Source: an optimization exercise on an open RTL-to-GDS flow (aim: small area, a short achievable clock period and few clock cycles per item). Production flows keep margins and buffers that such runs may drop. In this exercise RTL edits were held to simulation tests only and were not proved equivalent to the original. Power figures rest on the tool's default switching activity, not on a simulated workload. No driver is modelled on the clock port, so clocking that relies on it looks cheaper here than on a real chip.

## cfl_parse
module cfl_parse (
    input  wire        clk,
    input  wire        rst,
    input  wire        in_valid,
    output wire        in_ready,
    input  wire [7:0]  in_data,
    input  wire        in_last,
    input  wire [7:0]  in_ch,
    output reg         res_valid,
    output wire [3:0]  res_code,
    output reg         pok,
    output wire [7:0]  pch,
    output wire [63:0] pf1_mant,
    output wire [63:0] pf2_mant,
    output wire [63:0] pf3_mant,
    output wire [63:0] pf4_mant,
    output wire [63:0] pf5_mant,
    output wire [7:0]  pf1_scale,
    output wire [7:0]  pf2_scale,
    output wire [7:0]  pf3_scale,
    output wire [7:0]  pf4_scale,
    output wire [7:0]  pf5_scale,
    output reg  [7:0]  pgas_off,
    output reg  [7:0]  pgas_len
);
For scale: about 750 flip-flops, ~28000 sq um of cells after synthesis.
export LEC_CHECK = 0
export CAP_MARGIN = 20
export CORE_MARGIN = 2
export CORE_UTILIZATION = 40
export SETUP_SLACK_MARGIN = 3.0
export SLEW_MARGIN = 20
create_clock -name core_clock -period 6.0 [get_ports {clk}]
run.sh (not shown) runs the stock make flow with config.mk's settings and CLKGATE_MAP_FILE= SYNTH_SCRIPT=/design/flow/synth_recipe.tcl, a recipe that flattens the netlist after the stock synthesis.
Testbench counts at the start, summed over its fixed seeds: cycles 71,130, lines 1,600.
==> next run, changes <==
==> flow/flow/run.sh (new file) <==
#!/bin/bash
# The standard layout (standard.sh, ORFS synthesis to finish), with two
# changes to how cells are chosen:
#  - port buffers are buf_1 cells (ORFS otherwise picks clkdlybuf4s50_1);
#  - clock tree synthesis uses no dummy loads.
# Each step's full output is kept in this folder: make.log here, and ORFS's
# per-step logs under orfs/logs.
set -euo pipefail
export BUFFER_PORTS_ARGS="-buffer_cell sky130_fd_sc_hd__buf_1"
export CTS_ARGS="-sink_clustering_enable -repair_clock_nets -dont_use_dummy_load"
bash ./standard.sh finish > make.log 2>&1
==> flow/standard.sh (new file) <==
#!/bin/bash
# synth_recipe.tcl (not shown) runs the flow's synth.tcl, then flattens the netlist and writes it again
# the make line also repeats each setting of config.mk as NAME=value (left out here)
make -C /OpenROAD-flow-scripts/flow DESIGN_CONFIG=/design/flow/config.mk WORK_HOME=/design/flow/orfs CLKGATE_MAP_FILE= SYNTH_SCRIPT=/design/flow/synth_recipe.tcl "${@:-finish}"
- SETUP_SLACK_MARGIN: 3.0 -> not set
removed: flow/run.sh
What happened:
- The new run completed without violations
- die area does not change
- routed wire length goes down by 2.9%
- combinational power goes down by 30%
- via count goes down by 2.5%


Another version of the RTL of cfl_parse (not shown whole).
Size in the first run: about 1,900 cells after synthesis, ~770 flip-flops, ~410 I/O pins.
## cfl_parse
module cfl_parse (
    input  wire        clk,
    input  wire        rst,
    input  wire        in_valid,
    output wire        in_ready,
    input  wire [7:0]  in_data,
    input  wire        in_last,
    input  wire [7:0]  in_ch,
    output reg         res_valid,
    output wire [3:0]  res_code,
    output reg         pok,
    output wire [7:0]  pch,
    output wire [63:0] pf1_mant,
    output wire [63:0] pf2_mant,
    output wire [63:0] pf3_mant,
    output wire [63:0] pf4_mant,
    output wire [63:0] pf5_mant,
    output wire [7:0]  pf1_scale,
    output wire [7:0]  pf2_scale,
    output wire [7:0]  pf3_scale,
    output wire [7:0]  pf4_scale,
    output wire [7:0]  pf5_scale,
    output reg  [7:0]  pgas_off,
    output reg  [7:0]  pgas_len
);
Settings: LEC_CHECK=0, CAP_MARGIN=20, CORE_MARGIN=2, CORE_UTILIZATION=40, SETUP_SLACK_MARGIN=3.0, SLEW_MARGIN=20; clock period 6.0 ns.
standard.sh (not shown) runs the stock make flow with config.mk's settings and CLKGATE_MAP_FILE= SYNTH_SCRIPT=/design/flow/synth_recipe.tcl, a recipe that flattens the netlist after the stock synthesis.
==> flow/flow/run.sh <==
#!/bin/bash
# The standard layout (standard.sh, ORFS synthesis to finish), with two
# changes to how cells are chosen:
#  - port buffers are buf_1 cells (ORFS otherwise picks clkdlybuf4s50_1);
#  - clock tree synthesis uses no dummy loads.
# Each step's full output is kept in this folder: make.log here, and ORFS's
# per-step logs under orfs/logs.
set -euo pipefail
export BUFFER_PORTS_ARGS="-buffer_cell sky130_fd_sc_hd__buf_1"
export CTS_ARGS="-sink_clustering_enable -repair_clock_nets -dont_use_dummy_load"
bash ./standard.sh finish > make.log 2>&1
Testbench counts at the start, summed over its fixed seeds: cycles 71,194, lines 1,600.
Next try:
--- a/flow/config.mk
+++ b/flow/config.mk
@@ -9,4 +9,4 @@
 export CORE_MARGIN = 2
 export CORE_UTILIZATION = 40
-export SETUP_SLACK_MARGIN = 3.0
+export SETUP_SLACK_MARGIN = 3.5
 export SLEW_MARGIN = 20
Effect:
- clock skew drops by 4.3 ps
- power climbs by 0.33%
- die area stays the same
- sequential power stays flat


cfl_parse, a different RTL version from the one above (not shown whole).
For scale: roughly 2500 cells after synthesis, roughly 780 flip-flops, roughly 410 I/O pins.
export LEC_CHECK = 0
export ABC_AREA = 1
export CAP_MARGIN = 20
export CORE_MARGIN = 2
export CORE_UTILIZATION = 40
export SETUP_SLACK_MARGIN = 3.3
export SLEW_MARGIN = 20
create_clock -name core_clock -period 6.0 [get_ports {clk}]
==> flow/flow/run.sh <==
#!/bin/bash
# The standard layout (standard.sh, ORFS synthesis to finish), with two
# changes to how cells are chosen:
#  - port buffers are buf_1 cells (ORFS otherwise picks clkdlybuf4s50_1);
#  - clock tree synthesis uses no dummy loads, and clusters of up to 32 sinks.
# Each step's full output is kept in this folder: make.log here, and ORFS's
# per-step logs under orfs/logs.
set -euo pipefail
export BUFFER_PORTS_ARGS="-buffer_cell sky130_fd_sc_hd__buf_1"
export CTS_ARGS="-sink_clustering_enable -repair_clock_nets -dont_use_dummy_load -sink_clustering_size 32 -sink_clustering_max_diameter 100"
bash ./standard.sh finish > make.log 2>&1
The starting point completed with no timing, DRC or antenna violations.
Testbench counts at the start, summed over its fixed seeds: cycles 71,194, lines 1,600.
Next try:
Settings changed: ABC_AREA 1 to not set.
The new run completed with no timing, DRC or antenna violations. Sequential share of layout area rises by 1.9 points. Total power goes up by 6.4%. Non-clock buffer count grows by 18. Setup slack is worse by 0.19 ns. Die area came out lower by 6.0%. Cell count decreases by 17%. Clock power is about the same. Flip-flop and latch count stays the same. Synthesized cell count came out lower by 26%. Wire length drops by 11%.


Another version of the RTL of cfl_parse (not shown whole).
Size in the first run: about 2,000 cells after synthesis, about 780 flip-flops, ~410 I/O pins, about 27,000 µm² of cells after synthesis.
Settings: LEC_CHECK=0, CAP_MARGIN=20, CORE_MARGIN=2, CORE_UTILIZATION=40, SETUP_SLACK_MARGIN=3.5, SLEW_MARGIN=20; clock period 6.0 ns.
==> flow/flow/run.sh <==
#!/bin/bash
# The standard layout (standard.sh, ORFS synthesis to finish), with two
# changes to how cells are chosen:
#  - port buffers are buf_1 cells (ORFS otherwise picks clkdlybuf4s50_1);
#  - clock tree synthesis uses no dummy loads, and clkbuf_4 and clkbuf_8 cells.
# Each step's full output is kept in this folder: make.log here, and ORFS's
# per-step logs under orfs/logs.
set -euo pipefail
export BUFFER_PORTS_ARGS="-buffer_cell sky130_fd_sc_hd__buf_1"
export CTS_ARGS="-sink_clustering_enable -repair_clock_nets -dont_use_dummy_load -buf_list {sky130_fd_sc_hd__clkbuf_4 sky130_fd_sc_hd__clkbuf_8}"
bash ./standard.sh finish > make.log 2>&1
Testbench counts at the start, summed over its fixed seeds: cycles 71,194, lines 1,600.
==> next run, changes <==
==> flow/flow/run.sh (replaced) <==
#!/bin/bash
# The standard layout (standard.sh, ORFS synthesis to finish), with two
# changes to how cells are chosen:
#  - port buffers are buf_1 cells (ORFS otherwise picks clkdlybuf4s50_1);
#  - clock tree synthesis uses no dummy loads.
# Each step's full output is kept in this folder: make.log here, and ORFS's
# per-step logs under orfs/logs.
set -euo pipefail
export BUFFER_PORTS_ARGS="-buffer_cell sky130_fd_sc_hd__buf_1"
export CTS_ARGS="-sink_clustering_enable -repair_clock_nets -dont_use_dummy_load"
bash ./standard.sh finish > make.log 2>&1
The new run completed with no timing, DRC or antenna violations.
Setup slack is better by 0.061 ns.
Combinational power went down by about a fifth.
Cell area fell by a few percent.
Synthesized area stays the same.
Die area does not change.
Non-clock buffer count is lower by 4.


## v6
cfl_parse, a different RTL version from the one above (not shown whole).
For scale: roughly 780 flip-flops, roughly 410 I/O pins, about 0.026 mm2 of cells after synthesis.
clock: 6.0 ns
lec_check: 0
cap_margin: 20
core_margin: 2
core_utilization: 40
setup_slack_margin: 3.5
slew_margin: 20
==> flow/flow/run.sh <==
#!/bin/bash
# The standard layout (standard.sh, ORFS synthesis to finish), with two
# changes to how cells are chosen:
#  - port buffers are buf_1 cells (ORFS otherwise picks clkdlybuf4s50_1);
#  - clock tree synthesis uses no dummy loads, and clusters of up to 24 sinks.
# Each step's full output is kept in this folder: make.log here, and ORFS's
# per-step logs under orfs/logs.
set -euo pipefail
export BUFFER_PORTS_ARGS="-buffer_cell sky130_fd_sc_hd__buf_1"
export CTS_ARGS="-sink_clustering_enable -repair_clock_nets -dont_use_dummy_load -sink_clustering_size 24 -sink_clustering_max_diameter 80"
bash ./standard.sh finish > make.log 2>&1
Testbench counts of v6, summed over its fixed seeds: cycles 71,194, lines 1,600.
### v6 -> v7
-- flow/flow/run.sh --
<<< v6, line 5
#  - clock tree synthesis uses no dummy loads, and clusters of up to 24 sinks.
>>> v7, line 5
#  - clock tree synthesis uses no dummy loads, and clusters of up to 28 sinks.
<<< v6, line 10
export CTS_ARGS="-sink_clustering_enable -repair_clock_nets -dont_use_dummy_load -sink_clustering_size 24 -sink_clustering_max_diameter 80"
>>> v7, line 10
export CTS_ARGS="-sink_clustering_enable -repair_clock_nets -dont_use_dummy_load -sink_clustering_size 28 -sink_clustering_max_diameter 90"
--- outcome ---
Measured against v7, the final-layout clock buffer total of v6 comes out at 1.13 times the reference value.
v7 ended up with a higher period utilization than v6 did.
There was hardly any difference in maximum cell stage delay along the critical path between v6 and v7.


Setup of run 1:
Another version of the RTL of cfl_parse (not shown whole).
Size in the first run: roughly 2500 cells after synthesis, ~760 flip-flops, roughly 410 I/O pins.
==> flow/config.mk <==
export PLATFORM = sky130hd
export DESIGN_NAME = cfl_parse
export DESIGN_NICKNAME = cfl_parse
export VERILOG_FILES = /design/flow/design.v
export SDC_FILE = /design/flow/constraint.sdc
export NUM_CORES = 4
export LEC_CHECK = 0
export ABC_AREA = 1
export CAP_MARGIN = 20
export CORE_MARGIN = 2
export CORE_UTILIZATION = 40
export SETUP_SLACK_MARGIN = 3.9
export SLEW_MARGIN = 20
==> flow/constraint.sdc <==
create_clock -name core_clock -period 6.0 [get_ports {clk}]
set_input_delay 1.2000 -clock core_clock [delete_from_list [all_inputs] [get_ports {clk}]]
set_output_delay 1.2000 -clock core_clock [all_outputs]
set_load 0.01 [all_outputs]
==> flow/flow/run.sh <==
#!/bin/bash
# The standard layout (standard.sh, ORFS synthesis to finish), with two
# changes to how cells are chosen:
#  - port buffers are buf_1 cells (ORFS otherwise picks clkdlybuf4s50_1);
#  - clock tree synthesis uses no dummy loads, and clusters of up to 32 sinks.
# Each step's full output is kept in this folder: make.log here, and ORFS's
# per-step logs under orfs/logs.
set -euo pipefail
export BUFFER_PORTS_ARGS="-buffer_cell sky130_fd_sc_hd__buf_1"
export CTS_ARGS="-sink_clustering_enable -repair_clock_nets -dont_use_dummy_load -sink_clustering_size 32 -sink_clustering_max_diameter 100"
bash ./standard.sh finish > make.log 2>&1
Testbench counts of run 1, summed over its fixed seeds: cycles 71,183, lines 1,600.
#### Input delta (run 2 over run 1)
-- flow/config.mk --
<<< run 1, line 11
export CORE_UTILIZATION = 40
export SETUP_SLACK_MARGIN = 3.9
export SLEW_MARGIN = 20
>>> run 2, line 11
export CORE_UTILIZATION = 40
export SETUP_SLACK_MARGIN = 3.4
export SLEW_MARGIN = 20
[summary]
- Looking at last element of the critical path, the pf1_mant[27] result is from run 2; the pf2_mant[60] one comes from run 1.
- Taking run 2 over run 1, the net count of the finished layout ratio works out to 0.938.
- Between run 1 and run 2, the flow reports weighted congestion at the end of routability-driven global placement decreasing slightly.
- Run 2 vs. run 1: net load switching power went down 8.6%, via total after detailed routing went down about 7.5%, source-to-sink clock delay at the later pin of the worst-skew pair held, clock buffer and inverter area fraction after layout went up 0.46 points, combinational power went down 48%.
The inputs of run 3 differ from those of run 2 as listed below.
-- flow/config.mk --
<<< run 2, line 11
export CORE_UTILIZATION = 40
export SETUP_SLACK_MARGIN = 3.4
export SLEW_MARGIN = 20
>>> run 3, line 11
export CORE_UTILIZATION = 40
export SETUP_SLACK_MARGIN = 3.6
export SLEW_MARGIN = 20
## What came out
- Compared run 3 vs run 2, and setup slack is up in run 3.
- Against run 2 as the reference, run 3 delivers a higher part of the total power dissipated in combinational logic.
- In terms of cell area after synthesis, run 3 and run 2 differ only marginally.

[port drivers added, routing unchanged]
How much do the figures lean on ideal ports? The routed layouts below were timed once more, with nothing changed but the port constraints.
Step 1 (the two cells are an assumption about what drives the block):
set clk [get_ports {clk}]
set_driving_cell -lib_cell sky130_fd_sc_hd__clkbuf_16 $clk
set_driving_cell -lib_cell sky130_fd_sc_hd__buf_2 [delete_from_list [all_inputs] $clk]
Step 2, shift: input delay + t, output delay - t, t = (earliest + latest rising clock arrival at the registers) / 2. This alone moves slack from input paths to output paths.
a / b / c = ideal / step 1 / step 2; a / b = the first two.
| run | t (ns) | setup slack, ns | hold slack, ns |
|---|---|---|---|
| the first run of note 1 | 0.655 | 2.579 / 2.579 / 2.579 | 0.413 / 0.413 / 0.413 |
| the second run of note 1 | 0.642 | 2.124 / 2.124 / 2.124 | 0.397 / 0.397 / 0.397 |
| the first run of note 2 | 0.643 | 3.093 / 3.093 / 3.093 | 0.341 / 0.341 / 0.341 |
| the second run of note 2 | 0.645 | 3.248 / 3.248 / 3.248 | 0.304 / 0.304 / 0.304 |
| the first run of note 3 | 0.661 | 3.480 / 3.480 / 2.945 | 0.325 / 0.325 / 0.325 |
| the second run of note 3 | 0.663 | 3.288 / 3.288 / 3.247 | 0.325 / 0.325 / 0.325 |
| the first run of note 4 | 0.779 | 3.139 / 3.139 / 2.911 | 0.275 / 0.275 / 0.275 |
| the second run of note 4 | 0.642 | 3.200 / 3.200 / 3.200 | 0.327 / 0.327 / 0.327 |
| v6 | 0.631 | 2.819 / 2.819 / 2.819 | 0.331 / 0.331 / 0.331 |
| v7 | 0.621 | 2.751 / 2.751 / 2.751 | 0.307 / 0.307 / 0.307 |
| run 1 | 0.670 | 3.629 / 3.565 / 3.478 | 0.323 / 0.323 / 0.323 |
| run 2 | 0.654 | 3.567 / 3.506 / 3.385 | 0.333 / 0.333 / 0.333 |
| run 3 | 0.655 | 3.644 / 3.584 / 3.378 | 0.334 / 0.334 / 0.334 |
After both steps every run listed still meets setup and hold. For the first run of note 3, which loses most, drivers alone change the setup slack by 0.000 ns; drivers and shift together by -0.535 ns.
